Source: an optimization exercise on an open RTL-to-GDS flow (aim: small area and few clock cycles). Production flows keep margins and buffers that such runs may drop. In this exercise RTL edits were held to simulation tests only and were not proved equivalent to the original. The clock port is modelled as an ideal driver; clocking choices that lean on that would not hold on a real chip. Power figures rest on the tool's default switching activity, not on a simulated workload.

run A:
==> flow/design.v <==
module ax5031_quant (
    input  wire [13:0] rem,      
    input  wire        bin,      
    output wire        qbit,     
    output wire [13:0] rem_n     
);
    localparam [14:0] DIVISOR = 15'd15625;
    wire [14:0] t = {rem, bin};
    wire [15:0] d = {1'b0, t} - {1'b0, DIVISOR};
    assign qbit  = ~d[15];
    assign rem_n = qbit ? d[13:0] : t[13:0];
endmodule
module ax5031_rtc (
    input  wire        clk,
    input  wire        rst,
    input  wire        cmd_valid,
    output wire        cmd_ready,
    input  wire [39:0] cmd_word,
    output wire        resp_valid,
    input  wire        resp_ready,
    output wire [3:0]  resp_code,
    output reg         resp_sv,
    output wire [7:0]  resp_status,
    output reg  [31:0] resp_data,
    output wire        cs_req,
    output wire        cs_high,
    input  wire        cs_ack,
    input  wire        cs_err,
    output wire        x_req,
    output wire [7:0]  x_tx,
    input  wire        x_ack,
    input  wire        x_err,
    input  wire [7:0]  x_rx
);
    localparam [2:0] P_IDLE = 3'b000,
                     P_RESP = 3'b001,    
                     P_XH   = 3'b010,
                     P_XL   = 3'b011,
                     P_CSL  = 3'b100,
                     P_CSH  = 3'b101,
                     P_REST = 3'b111;
    localparam [2:0] R_OK          = 3'd0,
                     R_BUSFAULT    = 3'd1,
                     R_AR_TIMEOUT  = 3'd2,
                     R_AR_ERROR    = 3'd3,
                     R_UNSUPPORTED = 3'd4,
                     R_UNRECOG     = 3'd5,
                     R_ILLEGAL     = 3'd6;
    reg  [2:0]  ph;
    reg  [2:0]  code;
    reg  [6:0]  a_q;       
    reg         wr_q;      
    reg  [7:0]  d_q;       
    reg         rem13;     
    reg  [5:0]  k;         
    assign resp_code   = {1'b0, code};
    wire a_2x    = (a_q[6:2] == 5'b01000);
    wire a_3x    = (a_q[6:2] == 5'b01100) & (a_q[1:0] != 2'd0);
    wire f_quant = ~resp_sv & wr_q & (a_2x | a_3x);
    wire f_multi = ~resp_sv & (a_2x | (wr_q & a_3x));
    wire f_mod   = ~resp_sv & ~wr_q & (a_q == 7'h10);
    wire f_ar    = ~resp_sv & (a_q[6:1] == 6'b010110) & (~wr_q | a_q[0]);
    wire f_cap   = resp_sv ? ~k[0] : (~wr_q & ~f_ar);
    assign resp_status = resp_sv ? {wr_q, a_q} : 8'h00;
    wire [7:0]  op   = cmd_word[39:32];
    wire [31:0] o    = cmd_word[31:0];
    wire z_hi  = (o[31:16] == 16'd0);
    wire z_mid = (o[15:8] == 8'd0);
    wire z8    = z_hi & z_mid;
    wire z0    = z8 & (o[7:0] == 8'd0);
    wire op_exec = (op == 8'h01), op_gscr = (op == 8'h02), op_sscr = (op == 8'h03),
         op_pwr  = (op == 8'h04), op_pll  = (op == 8'h05), op_sfrq = (op == 8'h06),
         op_gfrq = (op == 8'h07), op_txp  = (op == 8'h08), op_rate = (op == 8'h09),
         op_smod = (op == 8'h0A), op_gmod = (op == 8'h0B), op_frm  = (op == 8'h0C),
         op_enc  = (op == 8'h0D), op_led  = (op == 8'h0E), op_pc1  = (op == 8'h0F),
         op_pc2  = (op == 8'h10), op_txb  = (op == 8'h11), op_ar   = (op == 8'h12);
    wire pwr_ok = (o[3:0] == 4'h0) || (o[3:0] == 4'h4) || (o[3:0] == 4'h5) ||
                  (o[3:0] == 4'hC) || (o[3:0] == 4'hD);
    wire legal =
        (op_exec & z_hi & (o[15] | (o[7:0] == 8'd0))) |
        ((op_gscr | op_gfrq | op_txp | op_gmod | op_pc1 | op_pc2 | op_ar) & z0) |
        ((op_sscr | op_txb | op_smod | op_frm | op_enc) & z8) |
        (op_pwr & z8 & (o[7:4] == 4'd0) & pwr_ok) |
        (op_pll & z8 & (o[7:6] == 2'd0)) |
        op_sfrq | op_rate |
        (op_led & z8 & (o[7:1] == 7'd0));
    wire unsup = (op_smod | op_frm | op_enc) & (o[7:0] != 8'd0);
    wire go    = legal & ~unsup;
    wire [6:0] c_addr =
        (op_exec ? o[14:8] : 7'h00) |
        ((op_gscr | op_sscr) ? 7'h01 : 7'h00) |
        (op_pwr  ? 7'h02 : 7'h00) | (op_pll ? 7'h2C : 7'h00) |
        ((op_sfrq | op_gfrq) ? 7'h20 : 7'h00) | (op_txp ? 7'h30 : 7'h00) |
        (op_rate ? 7'h31 : 7'h00) | ((op_smod | op_gmod) ? 7'h10 : 7'h00) |
        (op_frm  ? 7'h12 : 7'h00) | (op_enc ? 7'h11 : 7'h00) |
        ((op_led | op_pc1) ? 7'h0C : 7'h00) | (op_pc2 ? 7'h0D : 7'h00) |
        (op_txb  ? 7'h05 : 7'h00) | (op_ar ? 7'h2D : 7'h00);
    wire       c_wr = op_exec ? o[15] : ~(op_gscr | op_gfrq | op_gmod | op_pc1 | op_pc2);
    wire [7:0] c_data = o[7:0] | (op_txp ? 8'h0F : 8'h00) | (op_ar ? 8'h08 : 8'h00);
    localparam [13:0] BIAS_LO = 14'd7053;
    wire       v_bit = resp_data[31] ^ (|resp_data[30:13]);
    wire [13:0] rem  = {rem13, resp_data[12:0]};
    wire [13:0] rem0 = {1'b0, o[31:19]} + {13'd0, &o[18:0]};    
    reg        c_bit;
    always @(*) begin
        c_bit = 1'b0;
        if (k >= 6'd42 && k <= 6'd55) c_bit = BIAS_LO[6'd55 - k];
    end
    wire        q_bit;
    wire [13:0] q_rem;
    ax5031_quant u_quant (.rem(rem), .bin(v_bit | c_bit), .qbit(q_bit), .rem_n(q_rem));
    wire       q_ready = k[5] & (k[4:3] >= a_q[1:0]);
    assign cmd_ready  = (ph == P_IDLE) | ((ph == P_RESP) & resp_ready);
    assign resp_valid = (ph == P_RESP);
    assign cs_req    = ph[2];
    assign cs_high   = ph[0];
    assign x_req     = ~ph[2] & ph[1] & (~ph[0] | ~f_quant | q_ready);
    assign x_tx      = ph[0] ? d_q : {wr_q, a_q};
    wire xl_ack = (ph == P_XL) & x_ack;
    wire live   = ph[2] ^ ph[1];     
    wire step   = live & f_quant & (~q_ready | xl_ack);
    always @(posedge clk) begin
        if (rst) begin
            ph <= P_IDLE;
        end else begin
            if (step) begin
                {rem13, resp_data[12:0]} <= q_rem;
                k         <= k + 6'd1;
                d_q       <= {d_q[6:0], q_bit};
                resp_data[31:13] <= {resp_data[30:13], 1'b0};
            end
            case (ph)
                P_IDLE, P_RESP: if (cmd_valid && cmd_ready) begin
                    ph          <= go ? P_CSL : P_RESP;
                    code        <= ~legal ? R_ILLEGAL : unsup ? R_UNSUPPORTED : R_OK;
                    resp_sv     <= go & (op_exec | op_txb);
                    resp_data   <= (op_sfrq | op_rate) ? {~o[18:0], rem0[12:0]} : 32'd0;
                    rem13       <= rem0[13];
                    a_q         <= c_addr;
                    wr_q        <= c_wr;
                    d_q         <= c_data;
                    k           <= {5'b01011, ~op_exec};
                end else if (resp_ready)
                    ph <= P_IDLE;
                P_CSL: if (cs_ack)
                    ph <= cs_err ? P_REST : P_XH;
                P_XH: if (x_ack) begin
                    if (resp_sv)
                        {wr_q, a_q} <= x_rx;
                    ph <= x_err ? P_REST : P_XL;
                end
                P_XL: if (x_ack) begin
                    ph <= x_err ? P_REST : P_CSH;
                    if (f_cap)
                        resp_data <= {resp_data[23:0], x_rx};
                    if (f_mod && x_rx != 8'h00)
                        code <= R_UNRECOG;
                    if (f_multi)
                        a_q[1:0] <= a_q[1:0] + 2'd1;
                    if (f_ar && !wr_q) begin
                        if (x_rx[4]) begin
                            if (&(resp_data[11:0] | ~12'd2999)) begin   
                                a_q[0]    <= 1'b0;
                                code      <= R_AR_TIMEOUT;
                                resp_data <= 32'd0;
                            end else
                                resp_data[11:0] <= resp_data[11:0] + 12'd1;
                        end else begin
                            a_q[0] <= 1'b0;
                            if (x_rx[5]) begin
                                code      <= R_AR_ERROR;
                                resp_data <= 32'd0;
                            end
                        end
                    end
                end
                P_CSH: if (cs_ack) begin
                    if (!cs_err && ((f_multi && a_q[1:0] != 2'd0) || (f_ar && a_q[0]))) begin
                        ph   <= P_CSL;
                        if (f_ar) begin   
                            wr_q <= 1'b0;
                            d_q  <= 8'h00;
                        end
                    end else begin
                        ph <= P_RESP;
                        if (wr_q && !resp_sv)
                            resp_data[12:0] <= 13'd0;
                    end
                end
                P_REST: if (cs_ack) begin
                    ph <= P_RESP;
                end
                default: ph <= P_IDLE;
            endcase
            if (((ph == P_CSL || ph == P_CSH) && cs_ack && cs_err) ||
                ((ph == P_XH || ph == P_XL) && x_ack && x_err)) begin
                code        <= R_BUSFAULT;
                resp_sv     <= 1'b0;
                resp_data   <= 32'd0;
            end
        end
    end
endmodule
==> flow/config.mk <==
export PLATFORM = sky130hd
export DESIGN_NAME = ax5031_rtc
export DESIGN_NICKNAME = ax5031_rtc
export VERILOG_FILES = /design/flow/design.v
export SDC_FILE = /design/flow/constraint.sdc
export NUM_CORES = 4
export LEC_CHECK = 0
export CAP_MARGIN = 20
export CORE_MARGIN = 2
export CORE_UTILIZATION = 60
export PLACE_DENSITY = 0.75
export SLEW_MARGIN = 20
==> flow/constraint.sdc <==
create_clock -name core_clock -period 10.0 [get_ports {clk}]
set_input_delay 2.0000 -clock core_clock [delete_from_list [all_inputs] [get_ports {clk}]]
set_output_delay 2.0000 -clock core_clock [all_outputs]
set_load 0.01 [all_outputs]
standard.sh (not shown) runs the stock make flow with config.mk's settings and CLKGATE_MAP_FILE= SYNTH_SCRIPT=/design/flow/synth_recipe.tcl, a recipe that flattens the netlist after the stock synthesis.
==> flow/flow/run.sh <==
#!/bin/bash
# Layout flow: the standard ORFS flow, with two changes that leave the
# design and its registers as the standard synthesis makes them:
#  1. after the standard synthesis, the combinational logic between the
#     registers is mapped again with an area-oriented ABC script
#     (remap.abc and remap_nf.abc: ABC's deepsyn, then two mappers, each
#     run with a few random seeds; the smallest result is kept);
#     flip-flops (names, cell types), tie cells and ports are kept as they are;
#  2. the port buffers are the smallest buffer cell (buf_1);
#  3. the clock tree is built by pre_cts.tcl (run as ORFS's PRE_CTS_TCL
#     hook): four clock buffers, each at the centroid of a quarter of the
#     flip-flops; TritonCTS then finds the clock already buffered and adds
#     nothing.  The rest of the CTS step (timing repair) runs as usual.
# Each tool writes its full output to a log file in this folder.
set -euo pipefail
HERE=$PWD
RES=$HERE/orfs/results/${FLOW_PLATFORM:-sky130hd}/ax5031_rtc/base
LIB=$FLOW_HOME/platforms/sky130hd/lib/sky130_fd_sc_hd__tt_025C_1v80.lib
YOSYS=$(command -v yosys || echo "$FLOW_HOME/../tools/install/yosys/bin/yosys")
export BUFFER_PORTS_ARGS="-buffer_cell sky130_fd_sc_hd__buf_1"
export PRE_CTS_TCL="$HERE/flow/pre_cts.tcl"
export CTS_ARGS="-dont_use_dummy_load -clk_nets clk"

# 1. standard synthesis
bash standard.sh "$RES/1_2_yosys.v" > standard_synth.log 2>&1

# 2. re-map the combinational logic
cp "$RES/1_2_yosys.v" "$HERE/1_2_yosys_standard.v"
KEEP=$(grep -o 'sky130_fd_sc_hd__[a-z0-9_]*' "$HERE/1_2_yosys_standard.v" | sort -u | grep -E '__(e?df|sdf|sedf|dl|conb)' | tr '\n' ' ')
RUNS="1 2 3 4 5 6 7 8"
for S in $RUNS; do
  if (( S <= 4 )); then SRC=remap.abc; SEED=$S; else SRC=remap_nf.abc; SEED=$((S - 4)); fi
  sed "s/@SEED@/$SEED/" "$HERE/flow/$SRC" > "remap_$S.abc"
  cat > "remap_$S.ys" <<EOS
read_liberty -ignore_miss_func $LIB
blackbox $KEEP
read_verilog $HERE/1_2_yosys_standard.v
hierarchy -top $FLOW_TOP
flatten
opt_clean -purge
abc -script $HERE/remap_$S.abc -liberty $LIB -dont_use sky130_fd_sc_hd__lpflow_* -dont_use sky130_fd_sc_hd__probe_p_8 -dont_use sky130_fd_sc_hd__probec_p_8
splitnets
opt_clean -purge
hilomap -singleton -hicell sky130_fd_sc_hd__conb_1 HI -locell sky130_fd_sc_hd__conb_1 LO
insbuf -buf sky130_fd_sc_hd__buf_4 A X
opt_clean -purge
read_liberty -lib -ignore_miss_func $LIB
hierarchy -check -top $FLOW_TOP
check -assert
tee -o $HERE/remap_$S.area stat -liberty $LIB
write_verilog -noattr $HERE/1_2_yosys_remap_$S.v
EOS
  "$YOSYS" -s "remap_$S.ys" > "remap_$S.log" 2>&1 &
done
wait || true
BEST=""; BESTA=""
for S in $RUNS; do
  A=$(grep -o "Chip area for module .*: [0-9.]*" "remap_$S.area" 2>/dev/null | awk '{print $NF}')
  [[ -n "$A" && -f "1_2_yosys_remap_$S.v" ]] || continue
  echo "seed $S: $A" >> remap_summary.log
  if [[ -z "$BESTA" ]] || awk "BEGIN{exit !($A < $BESTA)}"; then BEST=$S; BESTA=$A; fi
done
echo "kept seed $BEST ($BESTA)" >> remap_summary.log
[[ -n "$BEST" ]]
cp "1_2_yosys_remap_$BEST.v" "$RES/1_2_yosys.v"

# 3. the rest of the standard flow
bash standard.sh > standard.log 2>&1
==> flow/flow/pre_cts.tcl <==
# Clock tree: the flip-flops are split into $K groups by position (halves
# along x, then along y); one clock buffer at each group's centroid drives
# the group's clock pins.  The clock port drives only these K buffers.
set K 4
set BUF sky130_fd_sc_hd__clkbuf_8
set dbu [[ord::get_db_tech] getDbUnitsPerMicron]
set ffs {}
foreach inst [[ord::get_db_block] getInsts] {
  foreach it [$inst getITerms] {
    if {[[$it getMTerm] getSigType] == "CLOCK" || [[$it getMTerm] getName] == "CLK"} {
      set bb [$inst getBBox]
      lappend ffs [list [$inst getName] [expr {([$bb xMin] + [$bb xMax]) / 2.0 / $dbu}] [expr {([$bb yMin] + [$bb yMax]) / 2.0 / $dbu}] [[$it getMTerm] getName]]
    }
  }
}
proc split_groups {ffs k} {
  if {$k <= 1} { return [list $ffs] }
  set xs [lsort -real [lmap f $ffs {lindex $f 1}]]
  set ys [lsort -real [lmap f $ffs {lindex $f 2}]]
  set dx [expr {[lindex $xs end] - [lindex $xs 0]}]
  set dy [expr {[lindex $ys end] - [lindex $ys 0]}]
  set idx [expr {$dx >= $dy ? 1 : 2}]
  set s [lsort -real -index $idx $ffs]
  set h [expr {[llength $s] / 2}]
  return [concat [split_groups [lrange $s 0 [expr {$h - 1}]] [expr {$k / 2}]] [split_groups [lrange $s $h end] [expr {$k / 2}]]]
}
set g 0
foreach grp [split_groups $ffs $K] {
  set sx 0; set sy 0; set pins {}
  foreach f $grp {
    set sx [expr {$sx + [lindex $f 1]}]; set sy [expr {$sy + [lindex $f 2]}]
    lappend pins [get_pins "[lindex $f 0]/[lindex $f 3]"]
  }
  set n [llength $grp]
  puts "clock group $g: $n flip-flops, buffer at [expr {$sx / $n}] [expr {$sy / $n}]"
  insert_buffer -buffer_cell $BUF -net clk -load_pins $pins -location [list [expr {$sx / $n}] [expr {$sy / $n}]] -buffer_name clkbuf_g$g -net_name clknet_g$g
  incr g
}
==> flow/flow/remap.abc <==
strash
&get -n
&deepsyn -T 60 -S @SEED@
&put
dch -f
amap
topo
==> flow/flow/remap_nf.abc <==
strash
&get -n
&deepsyn -T 60 -S @SEED@
&dch -f
&nf -a -R 1000
&put
topo
Testbench counts of run A, summed over its fixed seeds: cycles 89,736.
> inputs changed (run A -> run B)
-- flow/flow/run.sh --
<<< run A, line 10
#  3. the clock tree is built by pre_cts.tcl (run as ORFS's PRE_CTS_TCL
#     hook): four clock buffers, each at the centroid of a quarter of the
#     flip-flops; TritonCTS then finds the clock already buffered and adds
#     nothing.  The rest of the CTS step (timing repair) runs as usual.
# Each tool writes its full output to a log file in this folder.
>>> run B, line 10
#  3. the clock tree is built by pre_cts.tcl (run as ORFS's PRE_CTS_TCL
#     hook): four clock buffers, each at the centroid of a quarter of the
#     flip-flops (clkbuf_8, or clkbuf_16 where the estimated clock-pin slew
#     is high); TritonCTS then finds the clock already buffered and adds
#     nothing.  The rest of the CTS step (timing repair) runs as usual.
# Each tool writes its full output to a log file in this folder.
-- flow/flow/pre_cts.tcl --
<<< run A, line 34
  set n [llength $grp]
  puts "clock group $g: $n flip-flops, buffer at [expr {$sx / $n}] [expr {$sy / $n}]"
  insert_buffer -buffer_cell $BUF -net clk -load_pins $pins -location [list [expr {$sx / $n}] [expr {$sy / $n}]] -buffer_name clkbuf_g$g -net_name clknet_g$g
  incr g
}
>>> run B, line 34
  set n [llength $grp]
  puts "clock group $g: $n flip-flops, buffer at [expr {$sx / $n}] [expr {$sy / $n}]"
  set grp_pins($g) $pins
  set grp_buf($g) [insert_buffer -buffer_cell $BUF -net clk -load_pins $pins -location [list [expr {$sx / $n}] [expr {$sy / $n}]] -buffer_name clkbuf_g$g -net_name clknet_g$g]
  incr g
}

# A group whose clock pins would see a slow edge gets the stronger buffer.
set_propagated_clock [all_clocks]
estimate_parasitics -placement
for {set i 0} {$i < $g} {incr i} {
  set mx 0.0
  foreach p $grp_pins($i) {
    set s [get_property $p slew_max]
    if {$s > $mx} { set mx $s }
  }
  puts "clock group $i: estimated clock pin slew $mx ns"
  if {$mx > 0.092} {
    puts "clock group $i: using sky130_fd_sc_hd__clkbuf_16"
    replace_cell $grp_buf($i) sky130_fd_sc_hd__clkbuf_16
  }
}
### Flow results
Diff run B..run A | first-pass GRT wire length | negligible
Looking at worst hold slack, run B sits below run A.
Taking run A as the reference, in run B area added between synthesis and finish increased by 0.71 points relative to the old numbers, post-route non-filler standard cell count closely matched the old numbers.
Relative to run B, the following input files were edited for run C:
-- flow/flow/run.sh --
<<< run B, line 4
#  1. after the standard synthesis, the combinational logic between the
#     registers is mapped again with an area-oriented ABC script
#     (remap.abc and remap_nf.abc: ABC's deepsyn, then two mappers, each
#     run with a few random seeds; the smallest result is kept);
#     flip-flops (names, cell types), tie cells and ports are kept as they are;
#  2. the port buffers are the smallest buffer cell (buf_1);
#  3. the clock tree is built by pre_cts.tcl (run as ORFS's PRE_CTS_TCL
#     hook): four clock buffers, each at the centroid of a quarter of the
#     flip-flops (clkbuf_8, or clkbuf_16 where the estimated clock-pin slew
#     is high); TritonCTS then finds the clock already buffered and adds
#     nothing.  The rest of the CTS step (timing repair) runs as usual.
# Each tool writes its full output to a log file in this folder.
>>> run C, line 4
#  1. after the standard synthesis, the combinational logic between the
#     registers is mapped again with an area-oriented ABC script
#     (remap.abc, run with a few random seeds; the smallest result is kept);
#     flip-flops (names, cell types), tie cells and ports are kept as they are;
#  2. the port buffers are the smallest buffer cell (buf_1);
#  3. the clock tree is built by pre_cts.tcl (run as ORFS's PRE_CTS_TCL
#     hook): four clock buffers, each at the centroid of a quarter of the
#     flip-flops; TritonCTS then finds the clock already buffered and adds
#     nothing.  The rest of the CTS step (timing repair) runs as usual.
# Each tool writes its full output to a log file in this folder.
<<< run B, line 29
cp "$RES/1_2_yosys.v" "$HERE/1_2_yosys_standard.v"
KEEP=$(grep -o 'sky130_fd_sc_hd__[a-z0-9_]*' "$HERE/1_2_yosys_standard.v" | sort -u | grep -E '__(e?df|sdf|sedf|dl|conb)' | tr '\n' ' ')
RUNS="1 2 3 4 5 6 7 8"
for S in $RUNS; do
  if (( S <= 4 )); then SRC=remap.abc; SEED=$S; else SRC=remap_nf.abc; SEED=$((S - 4)); fi
  sed "s/@SEED@/$SEED/" "$HERE/flow/$SRC" > "remap_$S.abc"
  cat > "remap_$S.ys" <<EOS
read_liberty -ignore_miss_func $LIB
>>> run C, line 27
cp "$RES/1_2_yosys.v" "$HERE/1_2_yosys_standard.v"
KEEP=$(grep -o 'sky130_fd_sc_hd__[a-z0-9_]*' "$HERE/1_2_yosys_standard.v" | sort -u | grep -E '__(e?df|sdf|sedf|dl|conb)' | tr '\n' ' ')
for S in 1 2 3 4; do
  sed "s/@SEED@/$S/" "$HERE/flow/remap.abc" > "remap_$S.abc"
  cat > "remap_$S.ys" <<EOS
read_liberty -ignore_miss_func $LIB
<<< run B, line 56
wait || true
BEST=""; BESTA=""
for S in $RUNS; do
  A=$(grep -o "Chip area for module .*: [0-9.]*" "remap_$S.area" 2>/dev/null | awk '{print $NF}')
  [[ -n "$A" && -f "1_2_yosys_remap_$S.v" ]] || continue
>>> run C, line 52
wait || true
BEST=""; BESTA=""
for S in 1 2 3 4; do
  A=$(grep -o "Chip area for module .*: [0-9.]*" "remap_$S.area" 2>/dev/null | awk '{print $NF}')
  [[ -n "$A" && -f "1_2_yosys_remap_$S.v" ]] || continue
-- flow/flow/pre_cts.tcl --
<<< run B, line 34
  set n [llength $grp]
  puts "clock group $g: $n flip-flops, buffer at [expr {$sx / $n}] [expr {$sy / $n}]"
  set grp_pins($g) $pins
  set grp_buf($g) [insert_buffer -buffer_cell $BUF -net clk -load_pins $pins -location [list [expr {$sx / $n}] [expr {$sy / $n}]] -buffer_name clkbuf_g$g -net_name clknet_g$g]
  incr g
}

# A group whose clock pins would see a slow edge gets the stronger buffer.
set_propagated_clock [all_clocks]
estimate_parasitics -placement
for {set i 0} {$i < $g} {incr i} {
  set mx 0.0
  foreach p $grp_pins($i) {
    set s [get_property $p slew_max]
    if {$s > $mx} { set mx $s }
  }
  puts "clock group $i: estimated clock pin slew $mx ns"
  if {$mx > 0.092} {
    puts "clock group $i: using sky130_fd_sc_hd__clkbuf_16"
    replace_cell $grp_buf($i) sky130_fd_sc_hd__clkbuf_16
  }
}
>>> run C, line 34
  set n [llength $grp]
  puts "clock group $g: $n flip-flops, buffer at [expr {$sx / $n}] [expr {$sy / $n}]"
  insert_buffer -buffer_cell $BUF -net clk -load_pins $pins -location [list [expr {$sx / $n}] [expr {$sy / $n}]] -buffer_name clkbuf_g$g -net_name clknet_g$g
  incr g
}
removed: flow/flow/remap_nf.abc
### Flow results
Detailed route, run C vs run B: via total higher for run C. Worst clock skew on the final layout sits lower in run C than in run B. Run C — number of cells on the critical path 7 lower, run B as reference. Run C vs run B: proportion of layout cells with a drive suffix above 1 down in run C. For the global-route usage, run C came in 1.5 points higher than run B did. Run C gives more met1 track utilization from global routing than run B did. The met2 track utilization from global routing in run C sits 1.4 points above the value recorded for run B. Between run B and run C, the difference in utilization is negligible. Run C ends up with a filler cell count in the final layout that is about 10% higher than in run B. Shortest clock period the worst path allows after layout: run C higher than run B. Final cell area: run C above run B.
[inputs] run D vs run C
==> flow/flow/remap.abc <==
strash
&get -n
&deepsyn -T 90 -S @SEED@
&put
dch -f
amap
topo
Floorplan die width came out exactly the same in run D and run C.
Met3 track demand over resource in global routing: run C vs run D identical
From run C to run D the numbers moved as follows: share of total power in combinational logic closely matched the old numbers; first-iteration DRC count has remained practically unchanged.
Reported for run D and run C, global-route wire length before repair turned out identical to the last digit.
As far as post-synthesis to final-layout area growth goes, run C and run D are indistinguishable; the numbers are identical.
Diff run D..run C | final worst setup slack | unchanged
Re sequential fraction of total cell area: no difference whatsoever between run C and run D.
Changes observed in run D relative to run C: clock skew essentially unchanged, fraction of layout instances using a drive strength above 1 essentially unchanged.

==> port drivers added, routing unchanged <==
The results above use ideal ports. As a check the final layouts listed here were re-extracted and re-timed, cells and wires unchanged.
Step 1 sets driving cells, clkbuf_16 on the clock port and buf_2 on the other inputs (assumed; they add their load-dependent delay and slew).
Step 2 also shifts input and output timing later by t, the mid clock arrival at the registers, as if the neighbouring blocks saw the same clock.
a / b / c = ideal / step 1 / step 2; a / b = the first two.
| run | t, ns | setup WS [ns] | hold slack, ns | cell pins on the clock port's net |
|---|---|---|---|---|
| run A | 0.233 | 4.975 / 5.018 / 4.785 | 0.618 / 0.618 / 0.618 | 4 |
| run B | 0.228 | 4.932 / 4.988 / 4.760 | 0.608 / 0.608 / 0.608 | 4 |
| run C | 0.231 | 4.356 / 4.408 / 4.176 | 0.615 / 0.615 / 0.615 | 4 |
| run D | 0.231 | 4.356 / 4.408 / 4.176 | 0.615 / 0.615 / 0.615 | 4 |
After both steps every run listed still meets setup and hold. For run A, which loses most, drivers alone change the setup slack by +0.043 ns; drivers and shift together by -0.190 ns.
